From an optimization exercise on the open Yosys and OpenROAD flow, aimed at small area, a short achievable clock period and few clock cycles per item; shortcuts taken in it are not production practice. The RTL was checked by simulation tests, not by an equivalence proof against the original design. No activity file was given, so power comes from the tool's default toggle rates.

==> flow/design.v <==
module twn_round_f (
    input  wire [23:0] x,
    input  wire [23:0] key,
    output wire [23:0] f
);
    wire [23:0] rot1 = {x[22:0], x[23]};
    wire [23:0] rot2 = {x[21:0], x[23:22]};
    wire [23:0] rot8 = {x[15:0], x[23:16]};
    assign f = (rot1 & rot8) ^ rot2 ^ key;
endmodule
module twn_diffuser #(
    parameter integer FIRST = 0,
    parameter integer COUNT = 8
) (
    input  wire        inv,
    input  wire [47:0] x,
    output wire [47:0] y
);
    wire [23:0] l [0:COUNT];
    wire [23:0] r [0:COUNT];
    assign l[0] = x[47:24];
    assign r[0] = x[23:0];
    genvar i;
    generate
        for (i = 0; i < COUNT; i = i + 1) begin : g_round
            localparam [23:0] KEY_FWD = 24'h9E3779 * (FIRST + i + 1);
            localparam [23:0] KEY_INV = 24'h9E3779 * (8 - FIRST - i);
            wire [23:0] f;
            twn_round_f u_f (.x(r[i]), .key(inv ? KEY_INV : KEY_FWD), .f(f));
            assign l[i+1] = r[i];
            assign r[i+1] = l[i] ^ f;
        end
    endgenerate
    assign y = {l[COUNT], r[COUNT]};
endmodule
module twn_bitpacker (
    input  wire        clk,
    input  wire        rst,
    input  wire        en,         
    input  wire [1:0]  op,         
    input  wire        rd_sel,     
    input  wire [7:0]  imm,
    input  wire [63:0] a,
    output reg  [3:0]  status,
    output wire [63:0] result      
);
    localparam [3:0] ST_OK        = 4'd0;
    localparam [3:0] ST_OVERFLOW  = 4'd1;
    localparam [3:0] ST_UNDERFLOW = 4'd2;
    localparam [3:0] ST_TOO_WIDE  = 4'd3;
    localparam [3:0] ST_RANGE     = 4'd4;
    localparam [1:0] OP_INIT   = 2'd0;
    localparam [1:0] OP_APPEND = 2'd1;
    localparam [1:0] OP_READ   = 2'd2;
    localparam [1:0] OP_STAT   = 2'd3;
    reg [143:0] buf_q;
    reg [7:0]   wp_q;
    reg [7:0]   avail_q;
    reg [7:0]   free_q;
    integer j, k;
    wire        width_bad = (imm == 8'd0) || (imm > 8'd64);
    reg  [63:0] therm;
    reg  [63:0] lmask;
    integer b;
    always @(*) begin
        therm = 64'd0;
        for (b = 0; b < 6; b = b + 1)
            for (j = (1 << (b + 1)) - 1; j >= 0; j = j - 1)
                if (j >= (1 << b))
                    therm[j] = imm[b] & therm[j - (1 << b)];
                else
                    therm[j] = imm[b] | therm[j];
        lmask = therm | {64{imm[6]}};
    end
    wire        too_wide  = ((a & ~lmask) != 64'd0);
    wire [8:0]  free_rem  = {1'b0, free_q}  - {1'b0, imm};
    wire [8:0]  avail_rem = {1'b0, avail_q} - {1'b0, imm};
    wire        overflow  = free_rem[8];
    wire        underflow = avail_rem[8];
    always @(*) begin
        status = ST_OK;
        case (op)
            OP_INIT: begin
                if (imm > 8'd144) status = ST_RANGE;
            end
            OP_APPEND: begin
                if (width_bad)     status = ST_RANGE;
                else if (too_wide) status = ST_TOO_WIDE;
                else if (overflow) status = ST_OVERFLOW;
            end
            OP_READ: begin
                if (width_bad)      status = ST_RANGE;
                else if (underflow) status = ST_UNDERFLOW;
            end
            default: ;
        endcase
    end
    wire ok = en && (status == ST_OK);
    always @(posedge clk) begin
        if (rst) begin
            wp_q    <= 8'd0;
            avail_q <= 8'd0;
            free_q  <= 8'd0;
        end else if (ok) begin
            case (op)
                OP_INIT: begin
                    wp_q    <= 8'd0;
                    avail_q <= 8'd0;
                    free_q  <= imm;
                end
                OP_APPEND: begin
                    wp_q    <= wp_q + imm;
                    avail_q <= avail_q + imm;
                    free_q  <= free_rem[7:0];
                end
                OP_READ: avail_q <= avail_rem[7:0];
                default: ;
            endcase
        end
    end
    wire [7:0] base = rd_sel ? avail_q : 8'd144;
    reg  [7:0] amt;
    reg        borrow;
    always @(*) begin
        borrow = 1'b0;
        for (k = 0; k < 8; k = k + 1) begin
            amt[k] = base[k] ^ imm[k] ^ borrow;
            borrow = (base[k] ~^ imm[k]) ? borrow : imm[k];
        end
    end
    function automatic [143:0] rotr144(input [143:0] v, input integer s);
        rotr144 = (v >> s) | (v << (144 - s));
    endfunction
    reg [143:0] rot;
    always @(*) begin
        rot = buf_q;
        for (k = 0; k < 8; k = k + 1)
            if (amt[k])
                rot = rotr144(rot, (1 << k) % 144);
    end
    always @(posedge clk) begin
        if (ok && op == OP_APPEND && !rst)
            buf_q <= {rot[143:64], (rot[63:0] & ~lmask) | a};
    end
    wire [7:0] rp_now  = wp_q - avail_q;
    wire [7:0] cap_now = wp_q + free_q;
    assign result = (op == OP_READ)  ? rot[63:0] :
                    (op == OP_STAT)  ? {32'd0, avail_q, cap_now, rp_now, wp_q} :
                                       64'd0;
endmodule
module twn_core (
    input  wire        clk,
    input  wire        rst,           
    input  wire        cmd_valid,
    output wire        cmd_ready,
    input  wire [15:0] cmd_cw,
    input  wire [63:0] cmd_a,
    output reg         rsp_valid,
    output reg  [3:0]  rsp_status,
    output wire [63:0] rsp_result
);
    localparam [3:0] ST_OK      = 4'd0;
    localparam [3:0] ST_RANGE   = 4'd4;
    localparam [3:0] ST_ILLEGAL = 4'd8;
    localparam integer SPLIT = 5;     
    wire [3:0] opc  = cmd_cw[15:12];
    wire [3:0] len  = cmd_cw[11:8];
    wire [7:0] imm  = cmd_cw[7:0];
    wire fmt_z_ok = (len == 4'd0) && (imm == 8'd0);
    wire fmt_i_ok = (len == 4'd0);
    wire is_nop  = (opc == 4'h0) && fmt_z_ok;
    wire is_init = (opc == 4'h6) && fmt_i_ok;
    wire is_app  = (opc == 4'h7) && fmt_i_ok;
    wire is_read = (opc == 4'h8) && fmt_i_ok;
    wire is_stat = (opc == 4'h9) && fmt_z_ok;
    wire is_fwd  = (opc == 4'hA) && fmt_z_ok;
    wire is_inv  = (opc == 4'hB) && fmt_z_ok;
    wire is_bp   = is_init || is_app || is_read || is_stat;
    wire is_diff = is_fwd || is_inv;
    assign cmd_ready = 1'b1;
    wire accept = cmd_valid;
    wire [1:0]  bp_op = is_init ? 2'd0 : is_app ? 2'd1 : is_read ? 2'd2 : 2'd3;
    wire [3:0]  bp_status;
    wire [63:0] bp_result;
    twn_bitpacker u_bp (
        .clk    (clk),
        .rst    (rst),
        .en     (accept && is_bp),
        .op     (bp_op),
        .rd_sel (opc[3]),
        .imm    (imm),
        .a      (cmd_a),
        .status (bp_status),
        .result (bp_result)
    );
    wire        inv_a      = opc[0];
    wire        diff_range = (cmd_a[63:48] != 16'd0);
    wire [47:0] diff_in    = inv_a ? {cmd_a[23:0], cmd_a[47:24]} : cmd_a[47:0];
    wire [47:0] diff_mid;
    twn_diffuser #(.FIRST(0), .COUNT(SPLIT)) u_diff_a (
        .inv (inv_a),
        .x   (diff_in),
        .y   (diff_mid)
    );
    reg [3:0] status;
    always @(*) begin
        if (is_bp)
            status = bp_status;
        else if (is_diff)
            status = diff_range ? ST_RANGE : ST_OK;
        else if (is_nop)
            status = ST_OK;
        else
            status = ST_ILLEGAL;
    end
    reg [63:0] res_q;       
    reg        diff_q;      
    reg        bp_q;        
    reg        rd_q;        
    reg [6:0]  w_q;         
    reg        inv_q;
    always @(posedge clk) begin
        if (rst)
            rsp_valid <= 1'b0;
        else
            rsp_valid <= accept;
        rsp_status <= status;
        res_q      <= is_diff ? {16'd0, diff_mid} : bp_result;
        diff_q     <= is_diff && !diff_range;
        bp_q       <= is_bp && (bp_status == ST_OK);
        rd_q       <= opc[3] && !opc[0];
        w_q        <= imm[6:0];
        inv_q      <= inv_a;
    end
    wire [47:0] diff_out;
    twn_diffuser #(.FIRST(SPLIT), .COUNT(8 - SPLIT)) u_diff_b (
        .inv (inv_q),
        .x   (res_q[47:0]),
        .y   (diff_out)
    );
    wire [47:0] diff_res = inv_q ? {diff_out[23:0], diff_out[47:24]} : diff_out;
    reg  [63:0] therm;
    integer b, j;
    always @(*) begin
        therm = 64'd0;
        for (b = 0; b < 6; b = b + 1)
            for (j = (1 << (b + 1)) - 1; j >= 0; j = j - 1)
                if (j >= (1 << b))
                    therm[j] = w_q[b] & therm[j - (1 << b)];
                else
                    therm[j] = w_q[b] | therm[j];
    end
    wire [63:0] keep = therm | {64{w_q[6] | !rd_q}};
    assign rsp_result = diff_q ? {16'd0, diff_res} : bp_q ? (res_q & keep) : 64'd0;
endmodule
clock: 8.0 ns
lec_check: 0
abc_clock_period_in_ps: 4000
cap_margin: 20
core_margin: 2
core_utilization: 40
setup_slack_margin: 2.5
slew_margin: 20
run.sh (not shown) runs the stock make flow with config.mk's settings and CLKGATE_MAP_FILE= SYNTH_SCRIPT=/design/flow/synth_recipe.tcl, a recipe that flattens the netlist after the stock synthesis.
Testbench counts at the start, summed over its fixed seeds: cycles 43,275, commands 43,267.
Rerun with:
--- a/flow/design.v
+++ b/flow/design.v
@@ -57,23 +57,14 @@
     reg [7:0]   wp_q;
     reg [7:0]   avail_q;
     reg [7:0]   free_q;
     integer j, k;
     wire        width_bad = (imm == 8'd0) || (imm > 8'd64);
-    reg  [63:0] therm;
     reg  [63:0] lmask;
-    integer b;
-    always @(*) begin
-        therm = 64'd0;
-        for (b = 0; b < 6; b = b + 1)
-            for (j = (1 << (b + 1)) - 1; j >= 0; j = j - 1)
-                if (j >= (1 << b))
-                    therm[j] = imm[b] & therm[j - (1 << b)];
-                else
-                    therm[j] = imm[b] | therm[j];
-        lmask = therm | {64{imm[6]}};
-    end
+    always @(*)
+        for (j = 0; j < 64; j = j + 1)
+            lmask[j] = imm[6] || (j < imm[5:0]);
     wire        too_wide  = ((a & ~lmask) != 64'd0);
     wire [8:0]  free_rem  = {1'b0, free_q}  - {1'b0, imm};
     wire [8:0]  avail_rem = {1'b0, avail_q} - {1'b0, imm};
     wire        overflow  = free_rem[8];
     wire        underflow = avail_rem[8];
@@ -116,20 +107,11 @@
                 OP_READ: avail_q <= avail_rem[7:0];
                 default: ;
             endcase
         end
     end
-    wire [7:0] base = rd_sel ? avail_q : 8'd144;
-    reg  [7:0] amt;
-    reg        borrow;
-    always @(*) begin
-        borrow = 1'b0;
-        for (k = 0; k < 8; k = k + 1) begin
-            amt[k] = base[k] ^ imm[k] ^ borrow;
-            borrow = (base[k] ~^ imm[k]) ? borrow : imm[k];
-        end
-    end
+    wire [7:0] amt = rd_sel ? avail_rem[7:0] : (8'd144 - imm);
     function automatic [143:0] rotr144(input [143:0] v, input integer s);
         rotr144 = (v >> s) | (v << (144 - s));
     endfunction
     reg [143:0] rot;
     always @(*) begin
@@ -142,11 +124,11 @@
         if (ok && op == OP_APPEND && !rst)
             buf_q <= {rot[143:64], (rot[63:0] & ~lmask) | a};
     end
     wire [7:0] rp_now  = wp_q - avail_q;
     wire [7:0] cap_now = wp_q + free_q;
-    assign result = (op == OP_READ)  ? rot[63:0] :
+    assign result = (op == OP_READ)  ? (rot[63:0] & lmask) :
                     (op == OP_STAT)  ? {32'd0, avail_q, cap_now, rp_now, wp_q} :
                                        64'd0;
 endmodule
 module twn_core (
     input  wire        clk,
@@ -214,42 +196,26 @@
             status = ST_ILLEGAL;
     end
     reg [63:0] res_q;       
     reg        diff_q;      
     reg        bp_q;        
-    reg        rd_q;        
-    reg [6:0]  w_q;         
     reg        inv_q;
     always @(posedge clk) begin
         if (rst)
             rsp_valid <= 1'b0;
         else
             rsp_valid <= accept;
         rsp_status <= status;
         res_q      <= is_diff ? {16'd0, diff_mid} : bp_result;
         diff_q     <= is_diff && !diff_range;
         bp_q       <= is_bp && (bp_status == ST_OK);
-        rd_q       <= opc[3] && !opc[0];
-        w_q        <= imm[6:0];
         inv_q      <= inv_a;
     end
     wire [47:0] diff_out;
     twn_diffuser #(.FIRST(SPLIT), .COUNT(8 - SPLIT)) u_diff_b (
         .inv (inv_q),
         .x   (res_q[47:0]),
         .y   (diff_out)
     );
     wire [47:0] diff_res = inv_q ? {diff_out[23:0], diff_out[47:24]} : diff_out;
-    reg  [63:0] therm;
-    integer b, j;
-    always @(*) begin
-        therm = 64'd0;
-        for (b = 0; b < 6; b = b + 1)
-            for (j = (1 << (b + 1)) - 1; j >= 0; j = j - 1)
-                if (j >= (1 << b))
-                    therm[j] = w_q[b] & therm[j - (1 << b)];
-                else
-                    therm[j] = w_q[b] | therm[j];
-    end
-    wire [63:0] keep = therm | {64{w_q[6] | !rd_q}};
-    assign rsp_result = diff_q ? {16'd0, diff_res} : bp_q ? (res_q & keep) : 64'd0;
-endmodule
+    assign rsp_result = diff_q ? {16'd0, diff_res} : bp_q ? res_q : 64'd0;
+endmodule
Outcome: The changed run went through all stages and came out clean; power goes down by 0.49%; setup slack improved by 0.026 ns; critical path depth is higher by 4; first-iteration DRC count came out lower by 39%; routed wire length went down by 17%; area after synthesis falls by 4.9%; utilization came out higher by 0.39 points; sequential power decreases by about 3%; register-to-register slack improved by 0.02 ns.
Testbench counts after the change, summed over its fixed seeds: cycles 43,275, commands 43,267.

## re-timing with driven ports
No port has a modelled driver above. Below, the same layouts with a new extraction and two added sets of constraints.
Step 1 sets driving cells, clkbuf_16 on the clock port and buf_2 on the other inputs (assumed; they add their load-dependent delay and slew).
Step 2 moves the port delays by t, midway between the first and last clock arrival at a register: inputs arrive t later, outputs are due t later. That takes back most of the time a late clock gives input paths.
a / b / c = ideal ports / drivers / drivers and shift; a / b = the first two.
| run | t (ns) | setup WS [ns] | worst setup path after step 2 | latest minus earliest clock arrival (ns) | worst register clock-pin slew, ns |
|---|---|---|---|---|---|
| the first run | 0.633 | 2.488 / 2.431 / 1.903 | input to register | 0.048 / 0.048 | 0.07 / 0.07 |
| the second run | 0.671 | 2.515 / 2.500 / 1.879 | input to register | 0.020 / 0.021 | 0.07 / 0.07 |
After both steps setup and hold are still met in every run listed. The setup slack of the second run, which loses most, moves by -0.015 ns with the drivers and by -0.636 ns with both steps.
